Source: an optimization exercise on an open RTL-to-GDS flow (aim: small area and few clock cycles). Production flows keep margins and buffers that such runs may drop.
The RTL was checked by simulation tests, not by an equivalence proof against the original design.
Power and IR drop assume default switching activity.

`flow/config.mk`:
```
export PLATFORM = sky130hd
export DESIGN_NAME = mulaw_dec
export DESIGN_NICKNAME = mulaw_dec
export VERILOG_FILES = /design/flow/design.v
export SDC_FILE = /design/flow/constraint.sdc
export NUM_CORES = 4
export LEC_CHECK = 0
export CAP_MARGIN = 20
export CORE_MARGIN = 2
export CORE_UTILIZATION = 40
export SLEW_MARGIN = 20
```
`flow/run.sh`:
```
#!/bin/bash
# synth_recipe.tcl (not shown) runs the flow's synth.tcl, then flattens the netlist and writes it again
# the make line also repeats each setting of config.mk as NAME=value (left out here)
make -C /OpenROAD-flow-scripts/flow DESIGN_CONFIG=/design/flow/config.mk WORK_HOME=/design/flow/orfs CLKGATE_MAP_FILE= SYNTH_SCRIPT=/design/flow/synth_recipe.tcl finish
```
`flow/constraint.sdc`:
```
create_clock -name core_clock -period 10.0 [get_ports {clk}]
set_input_delay 2.0000 -clock core_clock [delete_from_list [all_inputs] [get_ports {clk}]]
set_output_delay 2.0000 -clock core_clock [all_outputs]
set_load 0.01 [all_outputs]
```
`flow/design.v`:
```
module mulaw_dec (
    input  wire        clk,
    input  wire        rst,
    input  wire        bus_req,
    input  wire        bus_we,
    input  wire [7:0]  bus_addr,
    input  wire [1:0]  bus_size,
    input  wire [31:0] bus_wdata,
    output wire        bus_ack,
    output reg  [31:0] bus_rdata,
    output wire        bus_err,
    output wire        src_req_valid,
    input  wire        src_req_ready,
    output wire [32:0] src_req_pos,
    output wire [10:0] src_req_len,
    input  wire        src_ans_valid,
    input  wire [1:0]  src_ans_kind,
    input  wire [7:0]  src_ans_data,
    output wire        src_ans_ready,
    output wire        pcm_en,
    output wire        pcm_we,
    output wire [11:0] pcm_addr,
    output wire [15:0] pcm_wdata,
    input  wire [15:0] pcm_rdata
);
    localparam [1:0] ST_IDLE = 2'd0, ST_BUSY = 2'd1, ST_DONE = 2'd2, ST_ERROR = 2'd3;
    localparam [2:0] CE_OK = 3'd0, CE_BAD_OPCODE = 3'd1, CE_RESERVED_BITS = 3'd2,
                     CE_BAD_STATE = 3'd3, CE_INDEX_RANGE = 3'd4;
    localparam [1:0] DE_NONE = 2'd0, DE_CAPACITY = 2'd2;
    localparam [2:0] PH_RB0  = 3'd0,    
                     PH_RB1  = 3'd1,    
                     PH_REQ  = 3'd2,    
                     PH_RST  = 3'd4,    
                     PH_RST1 = 3'd5,    
                     PH_WAIT = 3'd6;    
    function [15:0] mulaw_expand(input [7:0] code);
        reg [7:0]  u;
        reg [15:0] x;
        begin
            u = ~code;
            x = {8'd0, 1'b1, u[3:0], 3'b100} << u[6:4];
            mulaw_expand = (x - 16'd132 - {15'd0, u[7]}) ^ {16{u[7]}};
        end
    endfunction
    reg [1:0]  state;
    reg [1:0]  dec_err;
    reg [2:0]  cmd_err;
    reg [7:0]  res_code;     
    reg        res_mem;      
    reg        res_hi;       
    reg [12:0] produced;
    reg [12:0] length;
    reg        off_sel;      
    reg        base_sel;     
    reg [2:0]  phase;
    reg [15:0] temp;         
    reg [1:0]  hc;           
    reg        ini;          
    reg [1:0]  ic;
    wire busy = (state == ST_BUSY);
    wire admitted = (bus_size == 2'd2) && (bus_addr[1:0] == 2'b00);
    wire hreq     = bus_req && admitted;
    wire a_cmd    = (bus_addr[7:2] == 6'd0);
    wire a_reg    = (bus_addr[7:3] == 5'd1);           
    wire [7:0] opc       = bus_wdata[31:24];
    wire       op_lookup = (opc == 8'h01);
    wire       op_decode = (opc == 8'h02);
    wire       op_pcmrd  = (opc == 8'h03);
    wire       lo_zero   = (bus_wdata[7:0] == 8'd0);
    wire       mid_zero  = (bus_wdata[23:8] == 16'd0);
    wire       in_range  = (bus_wdata[23:13] == 11'd0) && (bus_wdata[12:0] < length);
    wire dec_go  = bus_we && a_cmd && op_decode && mid_zero && lo_zero && !state[0];
    wire mop     = hreq && (a_reg || dec_go);           
    wire m_wr    = bus_we && !dec_go;                   
    wire m_last  = m_wr ? (hc == 2'd1) : (hc == 2'd2);
    wire [12:0] remaining = length - produced;
    wire        rem_zero  = (remaining == 13'd0);
    wire eng_port = busy && ((phase == PH_RB0 && !rem_zero) || phase == PH_RB1 || phase == PH_RST);
    wire hmid     = mop && (hc != 2'd0);                
    wire go       = mop && !ini && (hmid || !eng_port);
    wire ack_m    = go && m_last;
    assign bus_ack = !mop || ack_m;
    assign bus_err = !admitted;
    wire cmd_do   = hreq && bus_we && a_cmd && (!dec_go || ack_m);
    wire pcmrd_ok = hreq && bus_we && a_cmd && op_pcmrd && (state == ST_DONE) && in_range;
    wire [7:0]  res_in  = res_mem ? (res_hi ? pcm_rdata[15:8] : pcm_rdata[7:0]) : res_code;
    wire [15:0] res_val = mulaw_expand(res_in);
    always @(*) begin
        bus_rdata = 32'd0;
        if (bus_addr[7:5] == 3'd0) begin
            case (bus_addr[4:2])
                3'd1: bus_rdata = {20'd0, 1'b0, cmd_err, 2'b00, dec_err, 2'b00, state};
                3'd2, 3'd3: bus_rdata = {pcm_rdata, temp};
                3'd4: bus_rdata = {{16{res_val[15]}}, res_val};
                3'd5: bus_rdata = {19'd0, produced};
                3'd6: bus_rdata = {19'd0, length};
                3'd7: bus_rdata = 32'h0000_1000;
                default: bus_rdata = 32'd0;
            endcase
        end
    end
    wire waitph = busy && (phase == PH_WAIT);
    wire eng_rd = eng_port && !hmid;
    assign src_req_valid = busy && (phase == PH_REQ);
    assign src_req_pos   = {1'b0, pcm_rdata, temp} + {20'd0, produced};
    assign src_req_len   = (remaining > 13'd1024) ? 11'd1024 : remaining[10:0];
    assign src_ans_ready = waitph && !go;
    wire ans_take = waitph && !go && src_ans_valid;
    wire ans_byte = ans_take && !src_ans_kind[1];
    wire       reg_word = ini || go || (eng_rd && !phase[2]);
    wire       r_off    = !(dec_go || bus_addr[2]);
    wire [2:0] r_slot   = ini ? {1'b0, ic} :
                          go  ? {r_off && (bus_we ? !base_sel : off_sel), !r_off, hc[0]} :
                                {base_sel, 1'b0, phase[0]};
    wire [10:0] c_slot  = busy ? produced[11:1] : bus_wdata[11:1];
    assign pcm_en    = ini || go || eng_rd || ans_byte || pcmrd_ok;
    assign pcm_we    = ini || (go ? m_wr : waitph);
    assign pcm_addr  = reg_word ? {1'b1, 8'd0, r_slot} : {1'b0, c_slot};
    assign pcm_wdata = ini ? 16'd0 :
                       go  ? (hc[0] ? bus_wdata[31:16] : bus_wdata[15:0]) :
                             {src_ans_data, produced[0] ? temp[7:0] : src_ans_data};
    wire [31:0] mword = {pcm_rdata, temp};
    wire        cap   = (mword[31:13] != 19'd0) || (mword[12] && mword[11:0] != 12'd0);
    reg [2:0] ph_n;
    always @(*) begin
        ph_n = phase;
        case (phase)
            PH_RB0:  if (!rem_zero && !hmid) ph_n = PH_RB1;
            PH_RB1:  ph_n = PH_REQ;
            PH_REQ:  if (src_req_ready) ph_n = produced[0] ? PH_RST : PH_WAIT;
            PH_RST:  if (!hmid) ph_n = PH_RST1;
            PH_RST1: ph_n = PH_WAIT;
            default: if (ans_take && src_ans_kind != 2'd0) ph_n = PH_RB0;
        endcase
    end
    always @(posedge clk) begin
        if (go) begin
            if (!m_last) hc <= hc + 2'd1;
            else         hc <= 2'd0;
            if (hc == 2'd1 && !m_wr) temp <= pcm_rdata;
            if (ack_m && m_wr && r_off) off_sel <= !base_sel;
        end
        if (res_mem) begin
            res_code <= res_hi ? pcm_rdata[15:8] : pcm_rdata[7:0];
            res_mem  <= 1'b0;
        end
        if (cmd_do) begin
            if (op_lookup) begin
                if (!mid_zero)
                    cmd_err <= CE_RESERVED_BITS;
                else begin
                    res_code <= bus_wdata[7:0];
                    res_mem  <= 1'b0;
                    cmd_err  <= CE_OK;
                end
            end else if (op_decode) begin
                if (!(mid_zero && lo_zero))
                    cmd_err <= CE_RESERVED_BITS;
                else if (state[0])
                    cmd_err <= CE_BAD_STATE;
                else begin
                    cmd_err  <= CE_OK;
                    produced <= 13'd0;
                    base_sel <= off_sel;
                    phase    <= PH_RB0;
                    if (cap) begin
                        length  <= 13'd0;
                        dec_err <= DE_CAPACITY;
                        state   <= ST_ERROR;
                    end else begin
                        length  <= mword[12:0];
                        dec_err <= DE_NONE;
                        state   <= ST_BUSY;
                    end
                end
            end else if (op_pcmrd) begin
                if (state != ST_DONE)
                    cmd_err <= CE_BAD_STATE;
                else if (!in_range)
                    cmd_err <= CE_INDEX_RANGE;
                else begin
                    res_mem <= 1'b1;
                    res_hi  <= bus_wdata[0];
                    cmd_err <= CE_OK;
                end
            end else begin
                cmd_err <= CE_BAD_OPCODE;
            end
        end
        if (busy) begin
            phase <= (go && !m_wr) ? {ph_n[2], 2'b00} : ph_n;
            if (phase == PH_RB0 && rem_zero)
                state <= ST_DONE;
            if (phase == PH_RB1)
                temp <= pcm_rdata;
            if (phase == PH_RST1)
                temp[7:0] <= pcm_rdata[7:0];
            if (ans_take) begin
                if (src_ans_kind[1]) begin
                    dec_err <= {src_ans_kind[0], 1'b1};
                    state   <= ST_ERROR;
                end else begin
                    produced  <= produced + 13'd1;
                    temp[7:0] <= src_ans_data;
                end
            end
        end
        if (ini) begin
            ic <= ic + 2'd1;
            if (ic == 2'd3) ini <= 1'b0;
        end
        if (rst) begin
            state    <= ST_IDLE;
            dec_err  <= DE_NONE;
            cmd_err  <= CE_OK;
            res_code <= 8'hFF;
            res_mem  <= 1'b0;
            produced <= 13'd0;
            length   <= 13'd0;
            off_sel  <= 1'b0;
            base_sel <= 1'b0;
            phase    <= PH_RB0;
            hc       <= 2'd0;
            ini      <= 1'b1;
            ic       <= 2'd0;
        end
    end
endmodule
```
==> flow_summary.html, run 1 <==
<table>
<tr><th>Metric</th><th>Value</th></tr>
<tr><th colspan="2">Finish</th></tr>
<tr><td>Commonest cells after routing, fill and taps aside</td><td>sky130_fd_sc_hd__clkdlybuf4s50_1 (183), sky130_fd_sc_hd__nand2_1 (136), sky130_fd_sc_hd__nor2_1 (86), sky130_fd_sc_hd__a21oi_1 (84), sky130_fd_sc_hd__dfxtp_1 (67)</td></tr>
<tr><td>Final cell utilization of the core</td><td>53.5%</td></tr>
<tr><td>Syn-to-layout area delta</td><td>32.0%</td></tr>
<tr><td>Fin nets</td><td>1288</td></tr>
<tr><td>Antenna diodes</td><td>0</td></tr>
<tr><td>Share of layout cells above drive strength 1</td><td>5.20%</td></tr>
<tr><td>Most common library cell in the layout ignoring fill and taps</td><td>sky130_fd_sc_hd__clkdlybuf4s50_1</td></tr>
<tr><th colspan="2">CTS</th></tr>
<tr><td>Postcts setup bufs</td><td>0</td></tr>
<tr><td>Insertion delay of the later-clocked pin in the worst-skew pair</td><td>0.36 ns</td></tr>
<tr><td>Root buf cell</td><td>sky130_fd_sc_hd__clkbuf_16</td></tr>
<tr><td>PostCTS Resize Cnt</td><td>0</td></tr>
<tr><td>Cts bufs inserted</td><td>9</td></tr>
<tr><td>Post-CTS clock slew at the launch and capture registers of the worst setup and hold paths</td><td>0.06 ns</td></tr>
<tr><td>Number of hold-repair buffers added at the cts stage</td><td>0</td></tr>
<tr><td>TritonCTS clock tree</td><td>built</td></tr>
<tr><td>Clk buf depth</td><td>2</td></tr>
<tr><td>H-tree depth reported by CTS</td><td>3</td></tr>
<tr><td>Clock sink count</td><td>69</td></tr>
<tr><th colspan="2">STA</th></tr>
<tr><td>Transition time at the pin with the least slew margin</td><td>1.12 ns</td></tr>
<tr><td>Final critical path time including I/O delays and setup</td><td>8.15 ns</td></tr>
<tr><td>Final hold viol count</td><td>0</td></tr>
<tr><td>Setup_tns</td><td>0 ns</td></tr>
<tr><td>Final-report max-slew violation count</td><td>0</td></tr>
<tr><td>Final setup violation count</td><td>0</td></tr>
<tr><td>Worst clock skew</td><td>0.0105 ns</td></tr>
<tr><td>Unrepaired setup endpoints after global routing</td><td>false</td></tr>
<tr><td>Post-route setup slack</td><td>1.85 ns</td></tr>
<tr><td>Final period util</td><td>81.5%</td></tr>
<tr><td>Max-Slew Margin vs Limit</td><td>24.7%</td></tr>
<tr><td>Max frequency</td><td>0.123 GHz</td></tr>
<tr><th colspan="2">Floorplanning</th></tr>
<tr><td>Starting density of the core</td><td>40.5%</td></tr>
<tr><td>Die boundary height</td><td>139 µm</td></tr>
<tr><td>Die area</td><td>0.0192 mm²</td></tr>
<tr><td>Die Width</td><td>139 µm</td></tr>
<tr><td>Site Rows</td><td>49</td></tr>
<tr><td>Top-Level Pins</td><td>184</td></tr>
<tr><td>Core Area</td><td>0.0179 mm²</td></tr>
<tr><th colspan="2">Critical path</th></tr>
<tr><td>Worst Path Required</td><td>8.00 ns</td></tr>
<tr><td>Data arrival, critical path</td><td>6.15 ns</td></tr>
<tr><td>Kind of launch point of the worst setup path</td><td>input pin</td></tr>
<tr><td>Slowest cell on the critical path</td><td>sky130_fd_sc_hd__clkdlybuf4s50_1</td></tr>
<tr><td>Largest fanout of any net on the critical path</td><td>17</td></tr>
<tr><td>Most numerous cell on the critical path</td><td>sky130_fd_sc_hd__a21o_1</td></tr>
<tr><td>Max stage delay on crit path</td><td>0.55 ns</td></tr>
<tr><td>Category of the most critical setup path</td><td>input pin to output port</td></tr>
<tr><td>Sort of element at the end of the critical path</td><td>output port</td></tr>
<tr><td>CP cell instances</td><td>clkdlybuf4s50_1, mux2i_1, a21o_1, mux2_4, and2_4, o31ai_4, nand3_2, a21o_1, or3_4, mux2i_4, a21o_1, clkdlybuf4s50_1</td></tr>
<tr><th colspan="2">Synth</th></tr>
<tr><td>Most used flip-flop cell after synthesis</td><td>sky130_fd_sc_hd__dfxtp_1</td></tr>
<tr><td>Number of unique standard cell types used by synthesis</td><td>76</td></tr>
<tr><td>Fraction of synthesized cell area taken by the top area cell type</td><td>18.8%</td></tr>
<tr><td>Nets in the synthesized netlist</td><td>1133</td></tr>
<tr><td>Count of yosys warnings during synthesis</td><td>1</td></tr>
<tr><td>Total of flip-flops plus latches after synthesis</td><td>69</td></tr>
<tr><td>Post-Synthesis Cell Area</td><td>0.00725 mm²</td></tr>
<tr><td>Number of standard cells after synthesis</td><td>1012</td></tr>
<tr><td>Leading post-synthesis cells by cell area</td><td>sky130_fd_sc_hd__dfxtp_1 (19%), sky130_fd_sc_hd__ha_1 (7.8%), sky130_fd_sc_hd__nand2_1 (7.0%), sky130_fd_sc_hd__mux2i_1 (6.4%), sky130_fd_sc_hd__a21oi_1 (5.8%)</td></tr>
<tr><td>Fraction of synthesis flops using an asynchronous set or reset pin</td><td>0%</td></tr>
<tr><td>Library cell occupying the most area in the post-synthesis netlist</td><td>sky130_fd_sc_hd__dfxtp_1</td></tr>
<tr><td>Share of the yosys chip area belonging to registers</td><td>19.2%</td></tr>
<tr><td>Post-synthesis average cell area</td><td>7.16 µm²</td></tr>
<tr><td>Number of enable flip-flop cells after synthesis</td><td>1</td></tr>
<tr><th colspan="2">Worst hold path</th></tr>
<tr><td>Worst min path class</td><td>flop to flop</td></tr>
<tr><th colspan="2">Detailed routing</th></tr>
<tr><td>Per-cell routed wire length</td><td>21.6 µm</td></tr>
<tr><td>Antenna Nets Post-Route</td><td>0</td></tr>
<tr><td>Post-detailed-route DRC marker count</td><td>0</td></tr>
<tr><td>Starting DRT DRC Count</td><td>836</td></tr>
<tr><td>TritonRoute pass-1 iters</td><td>5</td></tr>
<tr><td>Total number of vias</td><td>8401</td></tr>
<tr><td>Total length of routed wires</td><td>30300 µm</td></tr>
<tr><td>Routed vias/inst</td><td>6.00</td></tr>
<tr><th colspan="2">Power</th></tr>
<tr><td>Overall power of the completed layout</td><td>770 µW</td></tr>
<tr><td>PD cells</td><td>80.4 mW/mm²</td></tr>
<tr><td>Peak supply drop</td><td>79.8 µV</td></tr>
<tr><td>Leak</td><td>3.70 nW</td></tr>
<tr><th colspan="2">GRT</th></tr>
<tr><td>Number of antenna violations at the first check in global routing</td><td>0</td></tr>
<tr><td>Total Routing Usage GR</td><td>30.4%</td></tr>
<tr><td>Via count of the first global-routing pass</td><td>7604</td></tr>
<tr><td>Wire length of the first global-routing pass</td><td>45300 µm</td></tr>
<tr><td>Overflow left after global routing</td><td>0</td></tr>
<tr><td>Maximum number of pins on one net before global-route repair</td><td>34</td></tr>
<tr><th colspan="2">Placement</th></tr>
<tr><td>Weighted congestion at the end of routability-driven global placement</td><td>0.982</td></tr>
<tr><td>Final HPWL DP</td><td>23400 µm</td></tr>
<tr><td>Pre-CTS WS</td><td>1.88 ns</td></tr>
<tr><td>Number of I/O port buffers</td><td>183</td></tr>
<tr><th colspan="2">Run</th></tr>
<tr><td>Max capacitance violation total</td><td>0</td></tr>
<tr><th colspan="2">Outcome</th></tr>
<tr><td>Status</td><td>no timing/DRC/antenna violations</td></tr>
</table>
[logic make-up (layout without fill, tap and decap cells)]
family          after synthesis  count (layout)  synth area share [%]
simple gates                388             388                  25.3
compound gates              285             285                  25.6
buf+inv                     106             266                  5.90
flops                        69              69                  19.2
mux                          62              62                  9.08
xor+xnor                     55              55                  6.64
fa+ha+maj                    47              47                  8.32
[power breakdown]
part	switching (mW)	internal, mW
Clock	0.139	0.201
Sequential	0.00717	0.279
Combinational	0.0738	0.0699
[flip-flops by register name, summed over array words and instances (netlist names)]
| name | flops |
|---|---|
| produced | 13 |
| temp | 16 |
| res_code | 8 |
| ini | 1 |
| phase | 3 |
| res_hi | 1 |
| hc | 2 |
| dec_err | 2 |
| off_sel | 1 |
| ic | 2 |
| length | 13 |
| base_sel | 1 |
| res_mem | 1 |
| cmd_err | 3 |
| state | 2 |
[cells in the mapped netlist, drive strengths merged, types with 13 or more instances]
cell type	count
a211oi	16
a21o	29
a21oi	85
and3	14
buf	14
clkbuf	37
dfxtp	68
ha	45
inv	55
mux2	14
mux2i	48
nand2	136
nand2b	14
nand3	41
nor2	86
nor2b	14
nor3	25
nor4	18
o21ai	64
o22ai	14
xnor2	42
xor2	13
[stage by stage]
step,cells,area [µm²],hold WS (ns)
CTS,1401,9560,0.459
global route,1401,9570,0.486
detailed placement,1385,9260,0.452
floorplan,1012,7250,0.429
global placement,1385,9260,0.444
finish,1401,9570,0.462
[layout make-up]
| type | instances | area, µm² |
|---|---|---|
| timing repair buffer | 195 | 1920 |
| clock inverter | 6 | 66.3 |
| multi-input combinational | 837 | 5460 |
| inverter | 55 | 206 |
| clock buffer | 10 | 239 |
| sequential | 69 | 1390 |
| tap | 229 | 287 |
| fill | 1831 | 8330 |
[metal layers]
layer  up-vias  GRT usage, %  part of all wire (%)
li1       3976             -                     -
met1      3897          43.1                    44
met2       472          46.1                    43
met3        56          6.66                    10
met4         0          9.78                   2.8
met5         -             0                     0
[worst max-delay path: cells and delay by family]
kind            cells  cell delay [ns]
compound gates      4             1.12
buf+inv             2             1.09
mux                 3             1.20
simple gates        3             0.74
[path summary, 6_finish.rpt]
check / startpoint / to / slack [ns] / cells after the start
min reg2reg: dec_err[0]$_SDFF_PP0_ / dec_err[0]$_SDFF_PP0_ / 0.46 / 2
max: pcm_rdata[13] / bus_rdata[24] / 1.85 / 12
max reg2reg: produced[0]$_SDFF_PP0_ / temp[4]$_DFF_P_ / 5.12 / 12
min: dec_err[0]$_SDFF_PP0_ / dec_err[0]$_SDFF_PP0_ / 0.46 / 2
Testbench counts, summed over its fixed seeds: cycles 198,978.
==> run 2, diff against run 1 <==
==> flow/flow/run.sh (new file) <==
#!/bin/bash
# The standard layout, with each port buffered by the smallest buffer cell.
set -euo pipefail
bash standard.sh "BUFFER_PORTS_ARGS=-buffer_cell sky130_fd_sc_hd__buf_1" finish > standard_flow.log 2>&1
==> flow/standard.sh (new file) <==
#!/bin/bash
# synth_recipe.tcl (not shown) runs the flow's synth.tcl, then flattens the netlist and writes it again
# the make line also repeats each setting of config.mk as NAME=value (left out here)
make -C /OpenROAD-flow-scripts/flow DESIGN_CONFIG=/design/flow/config.mk WORK_HOME=/design/flow/orfs CLKGATE_MAP_FILE= SYNTH_SCRIPT=/design/flow/synth_recipe.tcl "${@:-finish}"
--- a/flow/config.mk
+++ b/flow/config.mk
@@ -9,3 +9,4 @@
 export CORE_MARGIN = 2
-export CORE_UTILIZATION = 40
+export CORE_UTILIZATION = 55
+export CTS_BUF_LIST = sky130_fd_sc_hd__clkbuf_8
 export SLEW_MARGIN = 20
removed: flow/run.sh
==> run 2 against run 1 <==
Area after synthesis stayed put. Power shrank 18%. Sequential share of layout area increased by 2.4 points. Still clean. Sequential cell count is the same. Critical path type unchanged. Core utilization rose by 11 points.
==> flow_summary.html, run 2 <==
<table>
<tr><th>Metric</th><th>Value</th></tr>
<tr><th colspan="2">STA</th></tr>
<tr><td>Max-Slew Margin vs Limit</td><td>33.6% (was 24.7%)</td></tr>
<tr><td>Transition time at the pin with the least slew margin</td><td>0.996 ns (was 1.12 ns)</td></tr>
<tr><td>Setup_tns</td><td>0 ns (unchanged)</td></tr>
<tr><td>Post-route setup slack</td><td>2.68 ns (was 1.85 ns)</td></tr>
<tr><td>Worst clock skew</td><td>0.00808 ns (was 0.0105 ns)</td></tr>
<tr><td>Max frequency</td><td>0.137 GHz (was 0.123 GHz)</td></tr>
<tr><td>Final-report max-slew violation count</td><td>0 (unchanged)</td></tr>
<tr><td>Final critical path time including I/O delays and setup</td><td>7.32 ns (was 8.15 ns)</td></tr>
<tr><td>Final period util</td><td>73.2% (was 81.5%)</td></tr>
<tr><td>Unrepaired setup endpoints after global routing</td><td>false (unchanged)</td></tr>
<tr><td>Final setup violation count</td><td>0 (unchanged)</td></tr>
<tr><td>Final hold viol count</td><td>0 (unchanged)</td></tr>
<tr><th colspan="2">Synth</th></tr>
<tr><td>Post-synthesis average cell area</td><td>7.16 µm² (unchanged)</td></tr>
<tr><td>Leading cell type by number of instances after synthesis</td><td>sky130_fd_sc_hd__nand2_1 (unchanged)</td></tr>
<tr><td>Post-Synthesis Cell Area</td><td>0.00725 mm² (unchanged)</td></tr>
<tr><td>Number of enable flip-flop cells after synthesis</td><td>1 (unchanged)</td></tr>
<tr><td>Total of flip-flops plus latches after synthesis</td><td>69 (unchanged)</td></tr>
<tr><td>Fraction of synthesized cell area taken by the top area cell type</td><td>18.8% (unchanged)</td></tr>
<tr><td>Nets in the synthesized netlist</td><td>1133 (unchanged)</td></tr>
<tr><td>Fraction of synthesis flops using an asynchronous set or reset pin</td><td>0% (unchanged)</td></tr>
<tr><td>Count of yosys warnings during synthesis</td><td>1 (unchanged)</td></tr>
<tr><td>Library cell occupying the most area in the post-synthesis netlist</td><td>sky130_fd_sc_hd__dfxtp_1 (unchanged)</td></tr>
<tr><td>Number of unique standard cell types used by synthesis</td><td>76 (unchanged)</td></tr>
<tr><td>Most used flip-flop cell after synthesis</td><td>sky130_fd_sc_hd__dfxtp_1 (unchanged)</td></tr>
<tr><td>Leading post-synthesis cells by cell area</td><td>sky130_fd_sc_hd__dfxtp_1 (19%), sky130_fd_sc_hd__ha_1 (7.8%), sky130_fd_sc_hd__nand2_1 (7.0%), sky130_fd_sc_hd__mux2i_1 (6.4%), sky130_fd_sc_hd__a21oi_1 (5.8%) (unchanged)</td></tr>
<tr><td>Share of the yosys chip area belonging to registers</td><td>19.2% (unchanged)</td></tr>
<tr><td>Most common library cells after synthesis</td><td>sky130_fd_sc_hd__nand2_1 (136), sky130_fd_sc_hd__nor2_1 (86), sky130_fd_sc_hd__a21oi_1 (84) (unchanged)</td></tr>
<tr><td>Number of standard cells after synthesis</td><td>1012 (unchanged)</td></tr>
<tr><th colspan="2">Finish</th></tr>
<tr><td>Fin nets</td><td>1286 (was 1288)</td></tr>
<tr><td>Syn-to-layout area delta</td><td>13.4% (was 32.0%)</td></tr>
<tr><td># fillers</td><td>1264 (was 1831)</td></tr>
<tr><td>Most common library cell in the layout ignoring fill and taps</td><td>sky130_fd_sc_hd__buf_1 (was sky130_fd_sc_hd__clkdlybuf4s50_1)</td></tr>
<tr><td>Antenna diodes</td><td>0 (unchanged)</td></tr>
<tr><td>Largest registers</td><td>temp (16), length (13), produced (13) (unchanged)</td></tr>
<tr><td>Final cell utilization of the core</td><td>64.6% (was 53.5%)</td></tr>
<tr><td>Commonest cells after routing, fill and taps aside</td><td>sky130_fd_sc_hd__buf_1 (183), sky130_fd_sc_hd__nand2_1 (136), sky130_fd_sc_hd__nor2_1 (86), sky130_fd_sc_hd__a21oi_1 (84), sky130_fd_sc_hd__dfxtp_1 (68) (was sky130_fd_sc_hd__clkdlybuf4s50_1 (183), sky130_fd_sc_hd__nand2_1 (136), sky130_fd_sc_hd__nor2_1 (86), sky130_fd_sc_hd__a21oi_1 (84), sky130_fd_sc_hd__dfxtp_1 (67))</td></tr>
<tr><td>Number of flip-flops under the largest register name</td><td>16 (unchanged)</td></tr>
<tr><td>Largest reg by FF count</td><td>temp (unchanged)</td></tr>
<tr><td>Share of layout cells above drive strength 1</td><td>4.96% (was 5.20%)</td></tr>
<tr><th colspan="2">Critical path</th></tr>
<tr><td>Sort of element at the end of the critical path</td><td>output port (unchanged)</td></tr>
<tr><td>Data arrival, critical path</td><td>5.32 ns (was 6.15 ns)</td></tr>
<tr><td>Largest fanout of any net on the critical path</td><td>17 (unchanged)</td></tr>
<tr><td>Reg-to-reg critical path startpoint</td><td>produced[1]$_SDFF_PP0_ (was produced[0]$_SDFF_PP0_)</td></tr>
<tr><td>Kind of launch point of the worst setup path</td><td>input pin (unchanged)</td></tr>
<tr><td>Category of the most critical setup path</td><td>input pin to output port (unchanged)</td></tr>
<tr><td>Reg2reg path depth</td><td>12 (unchanged)</td></tr>
<tr><td>Worst Path Required</td><td>8.00 ns (about the same)</td></tr>
<tr><td>Critical R2R Capture</td><td>temp[15]$_DFF_P_ (was temp[4]$_DFF_P_)</td></tr>
<tr><td>R2R setup slack</td><td>5.10 ns (was 5.12 ns)</td></tr>
<tr><th colspan="2">CTS</th></tr>
<tr><td>H-tree depth reported by CTS</td><td>3 (unchanged)</td></tr>
<tr><td>Number of hold-repair buffers added at the cts stage</td><td>0 (unchanged)</td></tr>
<tr><td>Post-CTS clock slew at the launch and capture registers of the worst setup and hold paths</td><td>0.09 ns (was 0.06 ns)</td></tr>
<tr><td>Insertion delay of the later-clocked pin in the worst-skew pair</td><td>0.37 ns (was 0.36 ns)</td></tr>
<tr><td>Clock sink count</td><td>69 (unchanged)</td></tr>
<tr><td>PostCTS Resize Cnt</td><td>0 (unchanged)</td></tr>
<tr><td>TritonCTS clock tree</td><td>built (unchanged)</td></tr>
<tr><td>Postcts setup bufs</td><td>0 (unchanged)</td></tr>
<tr><td>Clk buf depth</td><td>2 (unchanged)</td></tr>
<tr><td>Root buf cell</td><td>sky130_fd_sc_hd__clkbuf_8 (was sky130_fd_sc_hd__clkbuf_16)</td></tr>
<tr><td>Cts bufs inserted</td><td>9 (unchanged)</td></tr>
<tr><th colspan="2">Detailed routing</th></tr>
<tr><td>Post-detailed-route DRC marker count</td><td>0 (unchanged)</td></tr>
<tr><td>Routed vias/inst</td><td>6.14 (was 6.00)</td></tr>
<tr><td>Sum of met2 wire segment lengths after detailed routing</td><td>11300 µm (was 13000 µm)</td></tr>
<tr><td>Antenna Nets Post-Route</td><td>0 (unchanged)</td></tr>
<tr><td>Per-cell routed wire length</td><td>19.4 µm (was 21.6 µm)</td></tr>
<tr><td>Total number of vias</td><td>8235 (was 8401)</td></tr>
<tr><td>TritonRoute pass-1 iters</td><td>6 (was 5)</td></tr>
<tr><td>Top layer reached by signal wires</td><td>met4 (unchanged)</td></tr>
<tr><td>Total length of routed wires</td><td>26100 µm (was 30300 µm)</td></tr>
<tr><td>Starting DRT DRC Count</td><td>1081 (was 836)</td></tr>
<tr><td>DRT met1 WL</td><td>11400 µm (was 13400 µm)</td></tr>
<tr><td>Met3 wirelength from detailed routing</td><td>2530 µm (was 3100 µm)</td></tr>
<tr><th colspan="2">Run</th></tr>
<tr><td>Max capacitance violation total</td><td>0 (unchanged)</td></tr>
<tr><th colspan="2">Power</th></tr>
<tr><td>PD cells</td><td>77.1 mW/mm² (was 80.4 mW/mm²)</td></tr>
<tr><td>Peak supply drop</td><td>64.9 µV (was 79.8 µV)</td></tr>
<tr><td>Leak</td><td>3.16 nW (was 3.70 nW)</td></tr>
<tr><td>Overall power of the completed layout</td><td>634 µW (was 770 µW)</td></tr>
<tr><th colspan="2">Floorplanning</th></tr>
<tr><td>Top-Level Pins</td><td>184 (unchanged)</td></tr>
<tr><td>Die area</td><td>0.0141 mm² (was 0.0192 mm²)</td></tr>
<tr><td>Starting density of the core</td><td>57.0% (was 40.5%)</td></tr>
<tr><td>Site Rows</td><td>41 (was 49)</td></tr>
<tr><td>Die boundary height</td><td>119 µm (was 139 µm)</td></tr>
<tr><td>Die Width</td><td>119 µm (was 139 µm)</td></tr>
<tr><td>Core Area</td><td>0.0127 mm² (was 0.0179 mm²)</td></tr>
<tr><th colspan="2">Placement</th></tr>
<tr><td>Final HPWL DP</td><td>20400 µm (was 23400 µm)</td></tr>
<tr><td>Weighted congestion at the end of routability-driven global placement</td><td>0.984 (was 0.982)</td></tr>
<tr><td>Pre-CTS WS</td><td>2.77 ns (was 1.88 ns)</td></tr>
<tr><td>Number of I/O port buffers</td><td>183 (unchanged)</td></tr>
<tr><th colspan="2">GRT</th></tr>
<tr><td>Number of antenna violations at the first check in global routing</td><td>0 (unchanged)</td></tr>
<tr><td>Total Routing Usage GR</td><td>36.1% (was 30.4%)</td></tr>
<tr><td>Via count of the first global-routing pass</td><td>7224 (was 7604)</td></tr>
<tr><td>Overflow left after global routing</td><td>0 (unchanged)</td></tr>
<tr><td>Maximum number of pins on one net before global-route repair</td><td>34 (unchanged)</td></tr>
<tr><td>Wire length of the first global-routing pass</td><td>40100 µm (was 45300 µm)</td></tr>
<tr><th colspan="2">Worst hold path</th></tr>
<tr><td>Hold depth</td><td>2 (unchanged)</td></tr>
<tr><td>Worst min path class</td><td>flop to flop (unchanged)</td></tr>
<tr><td>Hold wc startpoint</td><td>dec_err[0]$_SDFF_PP0_ (unchanged)</td></tr>
<tr><td>Worst hold path endpoint</td><td>dec_err[0]$_SDFF_PP0_ (unchanged)</td></tr>
<tr><th colspan="2">Outcome</th></tr>
<tr><td>Status</td><td>no timing/DRC/antenna violations (unchanged)</td></tr>
</table>
[run 2: cell types whose count changed in the layout (fill, tap and decap cells not counted), sizes merged]
cell,delta
clkdlybuf4s50,-183
buf,+181
clkbuf,-1
clkinvlp,+1
[run 2: layout make-up]
class | count | area, µm² | area share [%]
Inverter | 55 | 206 | 2.51
Timing Repair Buffer | 193 | 762 | 9.27
Clock inverter | 7 | 82.6 | 1.00
Tap cell | 172 | 215 | 2.62
Multi-Input combinational cell | 837 | 5440 | 66.2
Sequential cell | 69 | 1390 | 16.9
Clock buffer | 9 | 124 | 1.51
[run 2: worst max-delay path: stages]
cell and delay [ns]:
sky130_fd_sc_hd__buf_1 0.26, sky130_fd_sc_hd__mux2i_1 0.17, sky130_fd_sc_hd__a21oi_1 0.53, sky130_fd_sc_hd__and3_1 0.26
sky130_fd_sc_hd__a21oi_1 0.05, sky130_fd_sc_hd__o21ai_0 0.39, sky130_fd_sc_hd__inv_1 0.09, sky130_fd_sc_hd__ha_1 0.20
sky130_fd_sc_hd__a21o_1 0.19, sky130_fd_sc_hd__or3_4 0.43, sky130_fd_sc_hd__mux2i_4 0.45, sky130_fd_sc_hd__a21o_1 0.14
sky130_fd_sc_hd__buf_1 0.15
[run 2: worst max-delay path by stage]
| stage | start | end | slack [ns] | depth (start not counted) |
|---|---|---|---|---|
| after floorplan | pcm_rdata[0] | bus_rdata[21] | 3.60 | 12 |
| after global placement | pcm_rdata[12] | bus_rdata[22] | 2.84 | 13 |
| after detailed placement | pcm_rdata[12] | bus_rdata[27] | 2.77 | 13 |
| after CTS | pcm_rdata[12] | bus_rdata[27] | 2.75 | 13 |
| after global routing | pcm_rdata[12] | bus_rdata[17] | 2.49 | 13 |
| final | pcm_rdata[12] | bus_rdata[27] | 2.68 | 13 |
[run 2: kinds of logic (layout without fill, tap and decap cells)]
family                   after synthesis  after routing  share of synthesized area, %
AO/OA/AOI/OAI                        285            285                          25.6
XOR/XNOR                              55             55                          6.64
adder cells (fa/ha/maj)               47             47                          8.32
buffers and inverters                106            264                          5.90
flip-flops                            69             69                          19.2
multiplexers                          62             62                          9.08
AND/OR/NAND/NOR                      388            388                          25.3
[run 2: power by group]
group	switching [mW]	internal (mW)	leakage, nW
logic	0.0680	0.0339	2.50
registers	0.00631	0.279	0.561
clock network	0.128	0.119	0.0984
total	0.202	0.431	3.16
[run 2: metrics by stage]
stage	cells	area [µm²]	hold WS, ns
after floorplan	1012	7250	0.429
after global placement	1326	8020	0.453
after detailed placement	1326	8020	0.462
after CTS	1342	8220	0.476
after global routing	1342	8220	0.491
final	1342	8220	0.477
[run 2: per-layer routing]
layer | vias up | global-route usage [%]
met5 | - | 0
met4 | 0 | 10.6
met3 | 59 | 5.27
met2 | 473 | 54.8
met1 | 3741 | 52.7
li1 | 3962 | -
==> run 3, diff against run 2 <==
==> flow/flow/run.sh (replaced) <==
#!/bin/bash
# The standard layout, with each port buffered by the smallest buffer cell and
# a clock tree of fewer, larger sink clusters without dummy loads.
set -euo pipefail
bash standard.sh \
  "BUFFER_PORTS_ARGS=-buffer_cell sky130_fd_sc_hd__buf_1" \
  "CTS_ARGS=-sink_clustering_enable -repair_clock_nets -sink_clustering_size 30 -sink_clustering_max_diameter 100 -buf_list sky130_fd_sc_hd__clkbuf_8 -dont_use_dummy_load" \
  finish > standard_flow.log 2>&1
--- a/flow/config.mk
+++ b/flow/config.mk
@@ -9,4 +9,3 @@
 export CORE_MARGIN = 2
-export CORE_UTILIZATION = 55
-export CTS_BUF_LIST = sky130_fd_sc_hd__clkbuf_8
+export CORE_UTILIZATION = 65
 export SLEW_MARGIN = 20
==> run 3 against run 2 <==
Still clean on timing, DRC and antenna. Die area is 15% lower. Clock power is 28% lower. Fmax is 0.16% higher. Highest routed layer unchanged. Clock-buffer cell count stayed put. Power is 11% lower. Setup slack better by 0.011 ns. Area after synthesis stayed put.
==> flow_summary.html, run 3 <==
<table>
<tr><th>Metric</th><th>Value</th></tr>
<tr><th colspan="2">GRT</th></tr>
<tr><td>Number of antenna violations at the first check in global routing</td><td>0 (unchanged)</td></tr>
<tr><td>Via count of the first global-routing pass</td><td>7401 (was 7224)</td></tr>
<tr><td>Total Routing Usage GR</td><td>42.1% (was 36.1%)</td></tr>
<tr><td>Overflow left after global routing</td><td>0 (unchanged)</td></tr>
<tr><td>Maximum number of pins on one net before global-route repair</td><td>34 (unchanged)</td></tr>
<tr><td>Wire length of the first global-routing pass</td><td>38600 µm (was 40100 µm)</td></tr>
<tr><th colspan="2">CTS</th></tr>
<tr><td>Number of hold-repair buffers added at the cts stage</td><td>0 (unchanged)</td></tr>
<tr><td>Postcts setup bufs</td><td>0 (unchanged)</td></tr>
<tr><td>Cts bufs inserted</td><td>9 (unchanged)</td></tr>
<tr><td>Clock sink count</td><td>69 (unchanged)</td></tr>
<tr><td>TritonCTS clock tree</td><td>built (unchanged)</td></tr>
<tr><td>H-tree depth reported by CTS</td><td>3 (unchanged)</td></tr>
<tr><td>PostCTS Resize Cnt</td><td>0 (unchanged)</td></tr>
<tr><td>Root buf cell</td><td>sky130_fd_sc_hd__clkbuf_8 (unchanged)</td></tr>
<tr><td>Clk buf depth</td><td>2 (unchanged)</td></tr>
<tr><td>Insertion delay of the later-clocked pin in the worst-skew pair</td><td>0.35 ns (was 0.37 ns)</td></tr>
<tr><td>Post-CTS clock slew at the launch and capture registers of the worst setup and hold paths</td><td>0.07 ns (was 0.09 ns)</td></tr>
<tr><th colspan="2">Critical path</th></tr>
<tr><td>Max stage delay on crit path</td><td>0.54 ns (was 0.53 ns)</td></tr>
<tr><td>Kind of launch point of the worst setup path</td><td>input pin (unchanged)</td></tr>
<tr><td>Category of the most critical setup path</td><td>input pin to output port (unchanged)</td></tr>
<tr><td>Buffer and inverter count on the worst path</td><td>3 (unchanged)</td></tr>
<tr><td>CP cell instances</td><td>buf_1, mux2i_1, a21oi_1, and3_1, a21oi_1, o21ai_0, inv_1, ha_1, a21o_1, or3_4, mux2i_4, a21o_1, buf_1 (unchanged)</td></tr>
<tr><td>Slowest cell on the critical path</td><td>sky130_fd_sc_hd__a21oi_1 (unchanged)</td></tr>
<tr><td>Sort of element at the end of the critical path</td><td>output port (unchanged)</td></tr>
<tr><td>Kind of cell adding the most delay to the critical path</td><td>compound AO/OA/AOI/OAI gates (unchanged)</td></tr>
<tr><td>Largest fanout of any net on the critical path</td><td>17 (unchanged)</td></tr>
<tr><td>Data arrival, critical path</td><td>5.31 ns (was 5.32 ns)</td></tr>
<tr><td>Worst Path Required</td><td>8.00 ns (about the same)</td></tr>
<tr><th colspan="2">Synth</th></tr>
<tr><td>Leading post-synthesis cells by cell area</td><td>sky130_fd_sc_hd__dfxtp_1 (19%), sky130_fd_sc_hd__ha_1 (7.8%), sky130_fd_sc_hd__nand2_1 (7.0%), sky130_fd_sc_hd__mux2i_1 (6.4%), sky130_fd_sc_hd__a21oi_1 (5.8%) (unchanged)</td></tr>
<tr><td>Fraction of synthesized cell area taken by the top area cell type</td><td>18.8% (unchanged)</td></tr>
<tr><td>Most used flip-flop cell after synthesis</td><td>sky130_fd_sc_hd__dfxtp_1 (unchanged)</td></tr>
<tr><td>Post-Synthesis Cell Area</td><td>0.00725 mm² (unchanged)</td></tr>
<tr><td>Count of yosys warnings during synthesis</td><td>1 (unchanged)</td></tr>
<tr><td>Nets in the synthesized netlist</td><td>1133 (unchanged)</td></tr>
<tr><td>Number of unique standard cell types used by synthesis</td><td>76 (unchanged)</td></tr>
<tr><td>Number of standard cells after synthesis</td><td>1012 (unchanged)</td></tr>
<tr><td>Post-synthesis average cell area</td><td>7.16 µm² (unchanged)</td></tr>
<tr><td>Number of enable flip-flop cells after synthesis</td><td>1 (unchanged)</td></tr>
<tr><td>Most common library cells after synthesis</td><td>sky130_fd_sc_hd__nand2_1 (136), sky130_fd_sc_hd__nor2_1 (86), sky130_fd_sc_hd__a21oi_1 (84) (unchanged)</td></tr>
<tr><td>Share of the yosys chip area belonging to registers</td><td>19.2% (unchanged)</td></tr>
<tr><td>Library cell occupying the most area in the post-synthesis netlist</td><td>sky130_fd_sc_hd__dfxtp_1 (unchanged)</td></tr>
<tr><td>Total of flip-flops plus latches after synthesis</td><td>69 (unchanged)</td></tr>
<tr><td>Fraction of synthesis flops using an asynchronous set or reset pin</td><td>0% (unchanged)</td></tr>
<tr><td>Leading cell type by number of instances after synthesis</td><td>sky130_fd_sc_hd__nand2_1 (unchanged)</td></tr>
<tr><th colspan="2">Power</th></tr>
<tr><td>Internal power summed over all cells</td><td>393 µW (was 431 µW)</td></tr>
<tr><td>PD cells</td><td>69.7 mW/mm² (was 77.1 mW/mm²)</td></tr>
<tr><td>Power share of the combinational group</td><td>18.2% (was 16.1%)</td></tr>
<tr><td>Switching power as a share of total power</td><td>30.4% (was 31.9%)</td></tr>
<tr><td>Peak supply drop</td><td>67.8 µV (was 64.9 µV)</td></tr>
<tr><td>Share of power burned in registers</td><td>50.5% (was 44.9%)</td></tr>
<tr><td>Clock power share</td><td>31.3% (was 39.0%)</td></tr>
<tr><td>P_sw</td><td>171 µW (was 202 µW)</td></tr>
<tr><td>Leak</td><td>3.12 nW (was 3.16 nW)</td></tr>
<tr><th colspan="2">STA</th></tr>
<tr><td>Unrepaired setup endpoints after global routing</td><td>false (unchanged)</td></tr>
<tr><td>Setup_tns</td><td>0 ns (unchanged)</td></tr>
<tr><td>Final period util</td><td>73.1% (was 73.2%)</td></tr>
<tr><td>Final setup violation count</td><td>0 (unchanged)</td></tr>
<tr><td>Final-layout worst hold slack</td><td>0.467 ns (was 0.477 ns)</td></tr>
<tr><td>Max-Slew Margin vs Limit</td><td>29.4% (was 33.6%)</td></tr>
<tr><td>Final-report max-slew violation count</td><td>0 (unchanged)</td></tr>
<tr><td>Final critical path time including I/O delays and setup</td><td>7.31 ns (was 7.32 ns)</td></tr>
<tr><td>Worst clock skew</td><td>0.0172 ns (was 0.00808 ns)</td></tr>
<tr><td>Final hold viol count</td><td>0 (unchanged)</td></tr>
<tr><td>Max frequency</td><td>0.137 GHz (about the same)</td></tr>
<tr><td>Transition time at the pin with the least slew margin</td><td>1.06 ns (was 0.996 ns)</td></tr>
<tr><th colspan="2">Finish</th></tr>
<tr><td>Syn-to-layout area delta</td><td>11.6% (was 13.4%)</td></tr>
<tr><td>Largest registers</td><td>temp (16), length (13), produced (13) (unchanged)</td></tr>
<tr><td>Fin nets</td><td>1285 (was 1286)</td></tr>
<tr><td>Number of flip-flops under the largest register name</td><td>16 (unchanged)</td></tr>
<tr><td>Share of layout cells above drive strength 1</td><td>4.30% (was 4.96%)</td></tr>
<tr><td>Most common library cell in the layout ignoring fill and taps</td><td>sky130_fd_sc_hd__buf_1 (unchanged)</td></tr>
<tr><td>Flip-flop and latch area</td><td>0.00139 mm² (unchanged)</td></tr>
<tr><td>Commonest cells after routing, fill and taps aside</td><td>sky130_fd_sc_hd__buf_1 (183), sky130_fd_sc_hd__nand2_1 (136), sky130_fd_sc_hd__nor2_1 (86), sky130_fd_sc_hd__a21oi_1 (84), sky130_fd_sc_hd__dfxtp_1 (68) (unchanged)</td></tr>
<tr><td>Antenna diodes</td><td>0 (unchanged)</td></tr>
<tr><td># fillers</td><td>942 (was 1264)</td></tr>
<tr><td>Largest reg by FF count</td><td>temp (unchanged)</td></tr>
<tr><td>Footprint of the multi-input gates</td><td>0.00544 mm² (unchanged)</td></tr>
<tr><th colspan="2">Placement</th></tr>
<tr><td>Final HPWL DP</td><td>19700 µm (was 20400 µm)</td></tr>
<tr><td>Number of I/O port buffers</td><td>183 (unchanged)</td></tr>
<tr><td>Weighted congestion at the end of routability-driven global placement</td><td>1.03 (was 0.984)</td></tr>
<tr><th colspan="2">Floorplanning</th></tr>
<tr><td>Core Area</td><td>0.0108 mm² (was 0.0127 mm²)</td></tr>
<tr><td>Die Width</td><td>110 µm (was 119 µm)</td></tr>
<tr><td>Starting density of the core</td><td>66.9% (was 57.0%)</td></tr>
<tr><td>Die boundary height</td><td>110 µm (was 119 µm)</td></tr>
<tr><td>Site Rows</td><td>38 (was 41)</td></tr>
<tr><td>Die area</td><td>0.0120 mm² (was 0.0141 mm²)</td></tr>
<tr><td>Top-Level Pins</td><td>184 (unchanged)</td></tr>
<tr><th colspan="2">Detailed routing</th></tr>
<tr><td>Routed vias/inst</td><td>6.59 (was 6.14)</td></tr>
<tr><td>Per-cell routed wire length</td><td>19.6 µm (was 19.4 µm)</td></tr>
<tr><td>Antenna Nets Post-Route</td><td>0 (unchanged)</td></tr>
<tr><td>Post-detailed-route DRC marker count</td><td>0 (unchanged)</td></tr>
<tr><td>Total number of vias</td><td>8577 (was 8235)</td></tr>
<tr><td>TritonRoute pass-1 iters</td><td>9 (was 6)</td></tr>
<tr><td>Starting DRT DRC Count</td><td>1077 (was 1081)</td></tr>
<tr><td>Total length of routed wires</td><td>25600 µm (was 26100 µm)</td></tr>
<tr><th colspan="2">Worst hold path</th></tr>
<tr><td>Worst min path class</td><td>flop to flop (unchanged)</td></tr>
<tr><th colspan="2">Run</th></tr>
<tr><td>Max capacitance violation total</td><td>0 (unchanged)</td></tr>
<tr><th colspan="2">Outcome</th></tr>
<tr><td>Status</td><td>no timing/DRC/antenna violations (unchanged)</td></tr>
</table>
run 3: layout make-up:
type                            count  area share (%)
Sequential cell                    69            17.2
Inverter                           55            2.55
Multi-Input combinational cell    837            67.2
Tap cell                          140            2.16
Timing Repair Buffer              192            9.32
Clock buffer                        9            1.53
run 3: through the flow:
stage | worst slack, ns | power [mW] | cells | utilization (%) | cell area, µm²
after CTS | 2.78 | 0.562 | 1302 | 74.7 | 8090
final | 2.69 | 0.565 | 1302 | 74.7 | 8090
after detailed placement | 2.80 | 0.390 | 1293 | 73.5 | 7970
after floorplan | 3.60 | 0.342 | 1012 | - | 7250
after global routing | 2.38 | 0.582 | 1302 | 74.7 | 8090
after global placement | 2.89 | 0.389 | 1293 | 73.5 | 7970
run 3: power groups by stage:
stage / Combinational [mW] / Clock (mW) / Sequential (mW)
floorplan: 0.0548 / 0 / 0.288
global placement: 0.0980 / 0 / 0.291
detailed placement: 0.0987 / 0 / 0.291
CTS: 0.0992 / 0.178 / 0.285
global route: 0.109 / 0.187 / 0.286
finish: 0.103 / 0.177 / 0.285
run 3: path summary, 6_finish.rpt:
kind,to,cells past startpoint,slack (ns),start
setup / recovery,bus_rdata[16],13,2.69,pcm_rdata[12]
hold / removal,dec_err[0]$_SDFF_PP0_,2,0.47,dec_err[0]$_SDFF_PP0_
setup reg to reg,temp[3]$_DFF_P_,12,5.10,length[0]$_SDFFE_PP0P_
hold reg to reg,dec_err[0]$_SDFF_PP0_,2,0.47,dec_err[0]$_SDFF_PP0_
run 3: metal layers:
metal	track usage, %	wire, µm
met3	9.54	3390
met4	20.4	1250
met1	55.8	9940
met2	64.4	11000
met5	0	0
run 3: worst register-to-register path, delay by kind of cell, from the launching register on:
kind            cells  cell delay [ns]
flops               1             0.38
fa+ha+maj           2             0.62
simple gates        2             0.68
buf+inv             1             0.10
compound gates      7             2.95
run 3: kinds of logic (layout without fill, tap and decap cells):
kind of cell / after synthesis / count (layout) / synth area share (%)
AOI/OAI and AO/OA: 285 / 285 / 25.6
xor gates and xnor gates: 55 / 55 / 6.64
adders and majority gates: 47 / 47 / 8.32
buffers and inverters: 106 / 256 / 5.90
DFF: 69 / 69 / 19.2
muxes: 62 / 62 / 9.08
and+or+nand+nor: 388 / 388 / 25.3
==> run 4, diff against run 3 <==
--- a/flow/config.mk
+++ b/flow/config.mk
@@ -7,5 +7,6 @@
 export LEC_CHECK = 0
-export CAP_MARGIN = 20
+export CAP_MARGIN = 0
 export CORE_MARGIN = 2
-export CORE_UTILIZATION = 65
-export SLEW_MARGIN = 20
+export CORE_UTILIZATION = 55
+export GPL_TIMING_DRIVEN = 0
+export SLEW_MARGIN = 0
==> run 4 against run 3 <==
Sequential share of layout area is 0.36 points lower. Sequential cell count unchanged. Still clean on timing, DRC and antenna. Critical endpoint is now bus_rdata[24]. Combinational power is essentially flat. Final area up 2.1%. Area after synthesis unchanged. Setup slack got worse by 0.034 ns. Sequential power about the same. Synthesized cell count did not move. Power increased by 0.91%. Cell count is 5.5% higher.
==> flow_summary.html, run 4 <==
<table>
<tr><th>Metric</th><th>Value</th></tr>
<tr><th colspan="2">Critical path</th></tr>
<tr><td>R2R setup slack</td><td>5.42 ns (was 5.10 ns)</td></tr>
<tr><td>Kind of cell adding the most delay to the critical path</td><td>compound AO/OA/AOI/OAI gates (unchanged)</td></tr>
<tr><td>Sort of element at the end of the critical path</td><td>output port (unchanged)</td></tr>
<tr><td>Reg2reg path depth</td><td>13 (was 12)</td></tr>
<tr><td>Max stage delay on crit path</td><td>0.55 ns (was 0.54 ns)</td></tr>
<tr><td>Buffer and inverter count on the worst path</td><td>4 (was 3)</td></tr>
<tr><td>Category of the most critical setup path</td><td>input pin to output port (unchanged)</td></tr>
<tr><td>Kind of launch point of the worst setup path</td><td>input pin (unchanged)</td></tr>
<tr><td>Worst Path Required</td><td>8.00 ns (about the same)</td></tr>
<tr><td>Critical R2R Capture</td><td>temp[0]$_DFF_P_ (was temp[3]$_DFF_P_)</td></tr>
<tr><td>Reg-to-reg critical path startpoint</td><td>length[0]$_SDFFE_PP0P_ (unchanged)</td></tr>
<tr><td>CP cell instances</td><td>buf_1, mux2i_1, a21oi_1, and3_1, a21oi_1, o21ai_0, inv_1, ha_1, a21o_1, or3_4, mux2i_4, buf_6, a21o_1, buf_1 (was buf_1, mux2i_1, a21oi_1, and3_1, a21oi_1, o21ai_0, inv_1, ha_1, a21o_1, or3_4, mux2i_4, a21o_1, buf_1)</td></tr>
<tr><td>Largest fanout of any net on the critical path</td><td>10 (was 17)</td></tr>
<tr><td>Slowest cell on the critical path</td><td>sky130_fd_sc_hd__a21oi_1 (unchanged)</td></tr>
<tr><td>Data arrival, critical path</td><td>5.34 ns (was 5.31 ns)</td></tr>
<tr><th colspan="2">Floorplanning</th></tr>
<tr><td>Site Rows</td><td>41 (was 38)</td></tr>
<tr><td>Die boundary height</td><td>119 µm (was 110 µm)</td></tr>
<tr><td>Top-Level Pins</td><td>184 (unchanged)</td></tr>
<tr><td>Core Area</td><td>0.0127 mm² (was 0.0108 mm²)</td></tr>
<tr><td>Die Width</td><td>119 µm (was 110 µm)</td></tr>
<tr><td>Die area</td><td>0.0141 mm² (was 0.0120 mm²)</td></tr>
<tr><td>Starting density of the core</td><td>57.0% (was 66.9%)</td></tr>
<tr><th colspan="2">STA</th></tr>
<tr><td>Max-Slew Margin vs Limit</td><td>28.7% (was 29.4%)</td></tr>
<tr><td>Final hold viol count</td><td>0 (unchanged)</td></tr>
<tr><td>Final critical path time including I/O delays and setup</td><td>7.34 ns (was 7.31 ns)</td></tr>
<tr><td>Final setup violation count</td><td>0 (unchanged)</td></tr>
<tr><td>Transition time at the pin with the least slew margin</td><td>1.06 ns (about the same)</td></tr>
<tr><td>Final-report max-slew violation count</td><td>0 (unchanged)</td></tr>
<tr><td>Final period util</td><td>73.4% (was 73.1%)</td></tr>
<tr><td>Worst clock skew</td><td>0.0179 ns (was 0.0172 ns)</td></tr>
<tr><td>Max frequency</td><td>0.136 GHz (was 0.137 GHz)</td></tr>
<tr><td>Unrepaired setup endpoints after global routing</td><td>false (unchanged)</td></tr>
<tr><td>Setup_tns</td><td>0 ns (unchanged)</td></tr>
<tr><th colspan="2">Power</th></tr>
<tr><td>Peak supply drop</td><td>62.0 µV (was 67.8 µV)</td></tr>
<tr><td>PD cells</td><td>68.9 mW/mm² (was 69.7 mW/mm²)</td></tr>
<tr><td>Share of power burned in registers</td><td>49.9% (was 50.5%)</td></tr>
<tr><td>Leak</td><td>3.17 nW (was 3.12 nW)</td></tr>
<tr><td>P_sw</td><td>175 µW (was 171 µW)</td></tr>
<tr><td>Internal power summed over all cells</td><td>394 µW (was 393 µW)</td></tr>
<tr><td>Switching power as a share of total power</td><td>30.8% (was 30.4%)</td></tr>
<tr><td>Clock power share</td><td>31.6% (was 31.3%)</td></tr>
<tr><td>Power share of the combinational group</td><td>18.5% (was 18.2%)</td></tr>
<tr><th colspan="2">Finish</th></tr>
<tr><td>Commonest cells after routing, fill and taps aside</td><td>sky130_fd_sc_hd__buf_1 (182), sky130_fd_sc_hd__nand2_1 (136), sky130_fd_sc_hd__nor2_1 (86), sky130_fd_sc_hd__a21oi_1 (84), sky130_fd_sc_hd__dfxtp_1 (68) (was sky130_fd_sc_hd__buf_1 (183), sky130_fd_sc_hd__nand2_1 (136), sky130_fd_sc_hd__nor2_1 (86), sky130_fd_sc_hd__a21oi_1 (84), sky130_fd_sc_hd__dfxtp_1 (68))</td></tr>
<tr><td># fillers</td><td>1253 (was 942)</td></tr>
<tr><td>Largest reg by FF count</td><td>temp (unchanged)</td></tr>
<tr><td>Syn-to-layout area delta</td><td>14.0% (was 11.6%)</td></tr>
<tr><td>Most common library cell in the layout ignoring fill and taps</td><td>sky130_fd_sc_hd__buf_1 (unchanged)</td></tr>
<tr><td>Largest registers</td><td>temp (16), length (13), produced (13) (unchanged)</td></tr>
<tr><td>Share of layout cells above drive strength 1</td><td>4.25% (was 4.30%)</td></tr>
<tr><td>Number of flip-flops under the largest register name</td><td>16 (unchanged)</td></tr>
<tr><td>Fin nets</td><td>1324 (was 1285)</td></tr>
<tr><td>Flip-flop and latch area</td><td>0.00139 mm² (unchanged)</td></tr>
<tr><td>Footprint of the multi-input gates</td><td>0.00543 mm² (was 0.00544 mm²)</td></tr>
<tr><td>Antenna diodes</td><td>0 (unchanged)</td></tr>
<tr><td>Fin area</td><td>0.00827 mm² (was 0.00809 mm²)</td></tr>
<tr><th colspan="2">GRT</th></tr>
<tr><td>Via count of the first global-routing pass</td><td>7472 (was 7401)</td></tr>
<tr><td>Overflow left after global routing</td><td>0 (unchanged)</td></tr>
<tr><td>Total Routing Usage GR</td><td>36.8% (was 42.1%)</td></tr>
<tr><td>Fraction of met1 tracks used by global routing</td><td>51.4% (was 55.8%)</td></tr>
<tr><td>Met3 routing resource usage after global routing</td><td>7.14% (was 9.54%)</td></tr>
<tr><td>Most congested layer reported by global routing</td><td>met2 (unchanged)</td></tr>
<tr><td>Number of antenna violations at the first check in global routing</td><td>0 (unchanged)</td></tr>
<tr><td>Wire length of the first global-routing pass</td><td>40900 µm (was 38600 µm)</td></tr>
<tr><td>Global routing usage on met2</td><td>56.1% (was 64.4%)</td></tr>
<tr><td>Maximum number of pins on one net before global-route repair</td><td>13 (was 34)</td></tr>
<tr><th colspan="2">CTS</th></tr>
<tr><td>TritonCTS clock tree</td><td>built (unchanged)</td></tr>
<tr><td>Post-CTS clock slew at the launch and capture registers of the worst setup and hold paths</td><td>0.07 ns (about the same)</td></tr>
<tr><td>Postcts setup bufs</td><td>0 (unchanged)</td></tr>
<tr><td>Clk buf depth</td><td>2 (unchanged)</td></tr>
<tr><td>Number of hold-repair buffers added at the cts stage</td><td>0 (unchanged)</td></tr>
<tr><td>Clock sink count</td><td>69 (unchanged)</td></tr>
<tr><td>Cts bufs inserted</td><td>9 (unchanged)</td></tr>
<tr><td>Insertion delay of the later-clocked pin in the worst-skew pair</td><td>0.36 ns (was 0.35 ns)</td></tr>
<tr><td>Root buf cell</td><td>sky130_fd_sc_hd__clkbuf_8 (unchanged)</td></tr>
<tr><td>H-tree depth reported by CTS</td><td>3 (unchanged)</td></tr>
<tr><td>PostCTS Resize Cnt</td><td>0 (unchanged)</td></tr>
<tr><th colspan="2">Detailed routing</th></tr>
<tr><td>Antenna Nets Post-Route</td><td>0 (unchanged)</td></tr>
<tr><td>Starting DRT DRC Count</td><td>1035 (was 1077)</td></tr>
<tr><td>Per-cell routed wire length</td><td>19.3 µm (was 19.6 µm)</td></tr>
<tr><td>Total number of vias</td><td>8457 (was 8577)</td></tr>
<tr><td>Post-detailed-route DRC marker count</td><td>0 (unchanged)</td></tr>
<tr><td>Total length of routed wires</td><td>26500 µm (was 25600 µm)</td></tr>
<tr><td>TritonRoute pass-1 iters</td><td>6 (was 9)</td></tr>
<tr><td>Routed vias/inst</td><td>6.16 (was 6.59)</td></tr>
<tr><th colspan="2">Synth</th></tr>
<tr><td>Share of the yosys chip area belonging to registers</td><td>19.2% (unchanged)</td></tr>
<tr><td>Number of unique standard cell types used by synthesis</td><td>76 (unchanged)</td></tr>
<tr><td>Leading cell type by number of instances after synthesis</td><td>sky130_fd_sc_hd__nand2_1 (unchanged)</td></tr>
<tr><td>Compound-Gate Fraction of Synth Area</td><td>25.6% (unchanged)</td></tr>
<tr><td>Most common library cells after synthesis</td><td>sky130_fd_sc_hd__nand2_1 (136), sky130_fd_sc_hd__nor2_1 (86), sky130_fd_sc_hd__a21oi_1 (84) (unchanged)</td></tr>
<tr><td>Count of yosys warnings during synthesis</td><td>1 (unchanged)</td></tr>
<tr><td>Adder and majority gate portion of the synthesized area</td><td>8.32% (unchanged)</td></tr>
<tr><td>Mux cell area share after synthesis</td><td>9.08% (unchanged)</td></tr>
<tr><td>Number of standard cells after synthesis</td><td>1012 (unchanged)</td></tr>
<tr><td>Number of enable flip-flop cells after synthesis</td><td>1 (unchanged)</td></tr>
<tr><td>Most used flip-flop cell after synthesis</td><td>sky130_fd_sc_hd__dfxtp_1 (unchanged)</td></tr>
<tr><td>Total of flip-flops plus latches after synthesis</td><td>69 (unchanged)</td></tr>
<tr><td>Leading post-synthesis cells by cell area</td><td>sky130_fd_sc_hd__dfxtp_1 (19%), sky130_fd_sc_hd__ha_1 (7.8%), sky130_fd_sc_hd__nand2_1 (7.0%), sky130_fd_sc_hd__mux2i_1 (6.4%), sky130_fd_sc_hd__a21oi_1 (5.8%) (unchanged)</td></tr>
<tr><td>Post-Synthesis Cell Area</td><td>0.00725 mm² (unchanged)</td></tr>
<tr><td>Post-synthesis xor/xnor area fraction</td><td>6.64% (unchanged)</td></tr>
<tr><td>Fraction of synthesized cell area taken by the top area cell type</td><td>18.8% (unchanged)</td></tr>
<tr><td>Post-synthesis average cell area</td><td>7.16 µm² (unchanged)</td></tr>
<tr><td>Dominant combinational cell family by area after synthesis</td><td>compound AO/OA/AOI/OAI gates (unchanged)</td></tr>
<tr><td>Nets in the synthesized netlist</td><td>1133 (unchanged)</td></tr>
<tr><td>Fraction of synthesis flops using an asynchronous set or reset pin</td><td>0% (unchanged)</td></tr>
<tr><td>Basic-gate share of the synthesized area counting and, or, nand and nor cells</td><td>25.3% (unchanged)</td></tr>
<tr><td>Library cell occupying the most area in the post-synthesis netlist</td><td>sky130_fd_sc_hd__dfxtp_1 (unchanged)</td></tr>
<tr><th colspan="2">Placement</th></tr>
<tr><td>Number of I/O port buffers</td><td>180 (was 183)</td></tr>
<tr><td>Final HPWL DP</td><td>21100 µm (was 19700 µm)</td></tr>
<tr><td>Placed Instance Area</td><td>0.00814 mm² (was 0.00797 mm²)</td></tr>
<tr><td>Weighted congestion at the end of routability-driven global placement</td><td>1.01 (was 1.03)</td></tr>
<tr><th colspan="2">Worst hold path</th></tr>
<tr><td>Hold wc startpoint</td><td>dec_err[0]$_SDFF_PP0_ (unchanged)</td></tr>
<tr><td>Hold depth</td><td>2 (unchanged)</td></tr>
<tr><td>Worst hold path endpoint</td><td>dec_err[0]$_SDFF_PP0_ (unchanged)</td></tr>
<tr><td>Worst min path class</td><td>flop to flop (unchanged)</td></tr>
<tr><th colspan="2">Run</th></tr>
<tr><td>Max capacitance violation total</td><td>0 (unchanged)</td></tr>
<tr><th colspan="2">Outcome</th></tr>
<tr><td>Status</td><td>no timing/DRC/antenna violations (unchanged)</td></tr>
</table>
[run 4: cell counts after synthesis]
Identical to the previous run, type by type.
[run 4: cell type report]
class	count	share of cell area, %
buffer	51	2.68
clock buffer	9	1.50
inverter	55	2.50
multi-input combinational	837	65.7
sequential	69	16.8
tap	172	2.60
timing repair buffer	180	8.17
[run 4: kinds of logic after synthesis]
family                     Yosys count
and+or+nand+nor                    388
AOI/OAI and AO/OA                  285
buffers and inverters              106
DFF                                 69
muxes                               62
xor gates and xnor gates            55
adders and majority gates           47
[run 4: metal layers]
layer | vias to the layer above | share of wire, %
met3 | 58 | 11
met4 | 0 | 2.8
met5 | - | 0
li1 | 4044 | -
met1 | 3827 | 42
met2 | 528 | 44
[run 4: tightest hold or removal path: cells and delay by family (launching register included)]
kind / cells / cell delay (ns)
and+or+nand+nor: 1 / 0.06
AOI/OAI and AO/OA: 1 / 0.05
DFF: 1 / 0.32
[run 4: through the flow]
| step | power, mW | hold WS [ns] | instances | utilization (%) | worst slack (ns) |
|---|---|---|---|---|---|
| 2_1_floorplan | 0.342 | 0.429 | 1012 | - | 3.60 |
| 3_3_place_gp | 0.393 | 0.448 | 1364 | 64.0 | 2.75 |
| 3_5_place_dp | 0.393 | 0.461 | 1364 | 64.0 | 2.71 |
| 4_1_cts | 0.565 | 0.472 | 1373 | 65.0 | 2.72 |
| 5_1_grt | 0.589 | 0.501 | 1373 | 65.0 | 2.44 |
| 6_report | 0.570 | 0.472 | 1373 | 65.0 | 2.66 |
[run 4: worst max path at each step]
stage / slack, ns / depth (start not counted) / start / to
3_3_place_gp: 2.75 / 13 / pcm_rdata[9] / bus_rdata[27]
4_1_cts: 2.72 / 14 / pcm_rdata[12] / bus_rdata[24]
3_5_place_dp: 2.71 / 14 / pcm_rdata[12] / bus_rdata[24]
2_1_floorplan: 3.60 / 12 / pcm_rdata[0] / bus_rdata[21]
5_1_grt: 2.44 / 14 / pcm_rdata[12] / bus_rdata[30]
6_report: 2.66 / 14 / pcm_rdata[12] / bus_rdata[24]
[run 4: power groups by stage]
| stage | registers (mW) | logic (mW) | clock network (mW) |
|---|---|---|---|
| after global routing | 0.284 | 0.114 | 0.190 |
| after CTS | 0.284 | 0.103 | 0.178 |
| after global placement | 0.290 | 0.103 | 0 |
| final | 0.284 | 0.105 | 0.180 |
| after detailed placement | 0.290 | 0.103 | 0 |
| after floorplan | 0.288 | 0.0548 | 0 |

-- separate check: timing with driven ports --
The flow's constraints put no driver on any port. The routed layouts listed below were extracted and timed again, unchanged, in two steps. Step 1 (the two cells are an assumption about what drives the block):
set clk [get_ports {clk}]
set_driving_cell -lib_cell sky130_fd_sc_hd__clkbuf_16 $clk
set_driving_cell -lib_cell sky130_fd_sc_hd__buf_2 [delete_from_list [all_inputs] $clk]
Step 2 times the ports against the registers' clock, not the clock port: input delays grow and output delays shrink by t, the midpoint of the rising clock arrivals with the driver on. Three values: ideal ports, drivers, drivers and shift; two values: the first two.
run	t (ns)	setup slack, ns	clock arrival spread, ns	worst data-port slew with drivers (ns)
run 1	0.397	1.846 / 1.826 / 1.826	0.011 / 0.011	0.04
run 2	0.402	2.683 / 2.658 / 2.658	0.008 / 0.008	0.04
run 3	0.383	2.694 / 2.666 / 2.666	0.017 / 0.017	0.04
run 4	0.390	2.661 / 2.634 / 2.634	0.018 / 0.018	0.05
After both steps setup and hold are still met in every run listed. For run 3, which loses most, drivers alone change the setup slack by -0.028 ns; drivers and shift together by -0.028 ns.
